This design comes from an exercise in tuning for a short achievable clock period and few clock cycles on the open sky130 flow, not from production work.
Only simulation tests tie the RTL to the original design; equivalence was not proved.
Power is estimated from default activity; no workload was simulated.

Setup of old:
==> flow/design.v (excerpt) <==
module procsi_core (
    input  wire        clk,
    input  wire        rst,         
    output reg         mem_req,
    output reg         mem_we,
    output reg  [7:0]  mem_addr,
    output reg  [15:0] mem_wdata,
    input  wire [15:0] mem_rdata,
    output wire        halted,
    output wire        faulted,
    input  wire [3:0]  dbg_sel,
    output reg  [15:0] dbg_data
);
Size: about 3800 cells after synthesis, ~0.027 mm2 of cells after synthesis.
Settings: LEC_CHECK=0, ABC_CLOCK_PERIOD_IN_PS=4000, CAP_MARGIN=20, CORE_MARGIN=2, CORE_UTILIZATION=40, PLACE_DENSITY=0.6, SETUP_SLACK_MARGIN=4.0, SLEW_MARGIN=20, TNS_END_PERCENT=100; clock period 10.0 ns.
run.sh (not shown) runs the stock make flow with config.mk's settings and CLKGATE_MAP_FILE= SYNTH_SCRIPT=/design/flow/synth_recipe.tcl, a recipe that flattens the netlist after the stock synthesis.
Testbench counts of old, summed over its fixed seeds: cycles 173,506.
[inputs] new vs old
--- a/flow/design.v
+++ b/flow/design.v
@@ -174,13 +174,13 @@
     reg [15:0] fault_pc_n, fault_word_n;
     reg [4:0]  state_n;
     reg [15:0] ir_n, p_n, sv_n, dv_n;
     reg [7:0]  daddr_n;
     reg [2:0]  cnt_n;
     integer i;
-    reg go_src, go_opnd, pf_avail;
+    reg go_src, go_opnd;
     always @(posedge clk) begin
         if (rst) begin
             for (i = 0; i < 8; i = i + 1)
                 x[i] <= 16'd0;
             pc          <= 16'd0;
             sp          <= 16'd255;
@@ -238,23 +238,21 @@
         mem_req  = 1'b0;
         mem_we    = 1'b0;
         mem_addr = 8'd0;
         mem_wdata = 16'd0;
         go_src  = 1'b0;
         go_opnd = 1'b0;
-        pf_avail = (state == S_DST) && !(has_dest(op) && dk == K_DIR);
         if (state == S_DST) begin
             if (has_dest(op) && dk == K_DIR) begin
                 if ({1'b0, p} + 17'd1 >= MEMSIZE) begin
                     raise(F_MEM_RANGE);
-                end else if ({1'b0, mem_rdata} >= MEMSIZE) begin
-                    raise(F_MEM_RANGE);
                 end else begin
-                    p_n     = p + 16'd1;
-                    daddr_n = mem_rdata[7:0];
-                    go_src  = 1'b1;
+                    p_n = p + 16'd1;
+                    mem_req  = 1'b1;
+                    mem_addr = p[7:0] + 8'd1;
+                    state_n = S_DST_ADDR;
                 end
             end else if (has_dest(op) && dk == K_IND) begin
                 if ({1'b0, x[rd]} >= MEMSIZE)
                     raise(F_MEM_RANGE);
                 else begin
                     daddr_n = x[rd][7:0];
@@ -279,30 +277,18 @@
                 case (sk)
                     K_REG: begin
                         sv_n    = x[rs];
                         go_opnd = 1'b1;
                     end
                     K_IMM, K_DIR: begin
-                        if ({1'b0, p_n} + 17'd1 >= MEMSIZE)
+                        if ({1'b0, p} + 17'd1 >= MEMSIZE)
                             raise(F_MEM_RANGE);
-                        else if (pf_avail) begin
-                            p_n = p_n + 16'd1;
-                            if (sk == K_IMM) begin
-                                sv_n    = mem_rdata;
-                                go_opnd = 1'b1;
-                            end else if ({1'b0, mem_rdata} >= MEMSIZE) begin
-                                raise(F_MEM_RANGE);
-                            end else begin
-                                mem_req  = 1'b1;
-                                mem_addr = mem_rdata[7:0];
-                                state_n  = S_SRC_VAL;
-                            end
-                        end else begin
+                        else begin
+                            p_n = p + 16'd1;
                             mem_req  = 1'b1;
-                            mem_addr = p_n[7:0] + 8'd1;
-                            p_n      = p_n + 16'd1;
+                            mem_addr = p[7:0] + 8'd1;
                             state_n = (sk == K_IMM) ? S_SRC_IMM : S_SRC_ADDR;
                         end
                     end
                     default: begin  
                         if ({1'b0, x[rs]} >= MEMSIZE)
                             raise(F_MEM_RANGE);
@@ -341,16 +327,12 @@
                     mem_addr = pc[7:0];
                     state_n = S_DECODE;
                 end
             end
             S_DECODE: begin
                 ir_n = mem_rdata;
-                if ({1'b0, p} + 17'd1 < MEMSIZE) begin
-                    mem_req  = 1'b1;
-                    mem_addr = p[7:0] + 8'd1;
-                end
                 if (f_op == OP_HALT) begin
                     run_n         = RUN_HALTED;
                     halt_reason_n = 1'b0;
                     state_n = S_STOP;
                 end else if (f_op > OP_HALT) begin
                     run_n        = RUN_FAULTED;
--- outcome ---
- new went all the way through the flow, and no timing, DRC or antenna check failed.
- old completed end to end with timing, DRC and antenna clean.
- old → new: cell total after placement decreased 281; cell count fell 6.1%; combinational power went up about 10%; cell area dropped 3.7%.
- Highest-power group = combinational logic: new; highest-power group = clock: old
- Across both runs, post-synthesis mux area share was higher for new than for old.
- Power: new draws more than old
Testbench counts of new, summed over its fixed seeds: cycles 200,563.

what the ideal ports hide:
The results above use ideal ports. As a check the final layouts listed here were re-extracted and re-timed, cells and wires unchanged.
Step 1 (the two cells are an assumption about what drives the block):
set clk [get_ports {clk}]
set_driving_cell -lib_cell sky130_fd_sc_hd__clkbuf_16 $clk
set_driving_cell -lib_cell sky130_fd_sc_hd__buf_2 [delete_from_list [all_inputs] $clk]
Step 2 moves the port delays by t, midway between the first and last clock arrival at a register: inputs arrive t later, outputs are due t later. That takes back most of the time a late clock gives input paths.
Three values: no drivers, after step 1, after step 2; two values: the first two.
| run | t (ns) | setup WS [ns] | hold WS [ns] | latest minus earliest clock arrival (ns) | slew at the worst register clock pin (ns) |
|---|---|---|---|---|---|
| old | 0.672 | 1.673 / 1.629 / 1.629 | 0.453 / 0.453 / 0.453 | 0.060 / 0.059 | 0.07 / 0.07 |
| new | 0.658 | 3.249 / 3.158 / 3.158 | 0.461 / 0.461 / 0.461 | 0.031 / 0.032 | 0.07 / 0.07 |
After both steps every run listed still meets setup and hold. The setup slack of new, which loses most, moves by -0.091 ns with the drivers and by -0.091 ns with both steps.
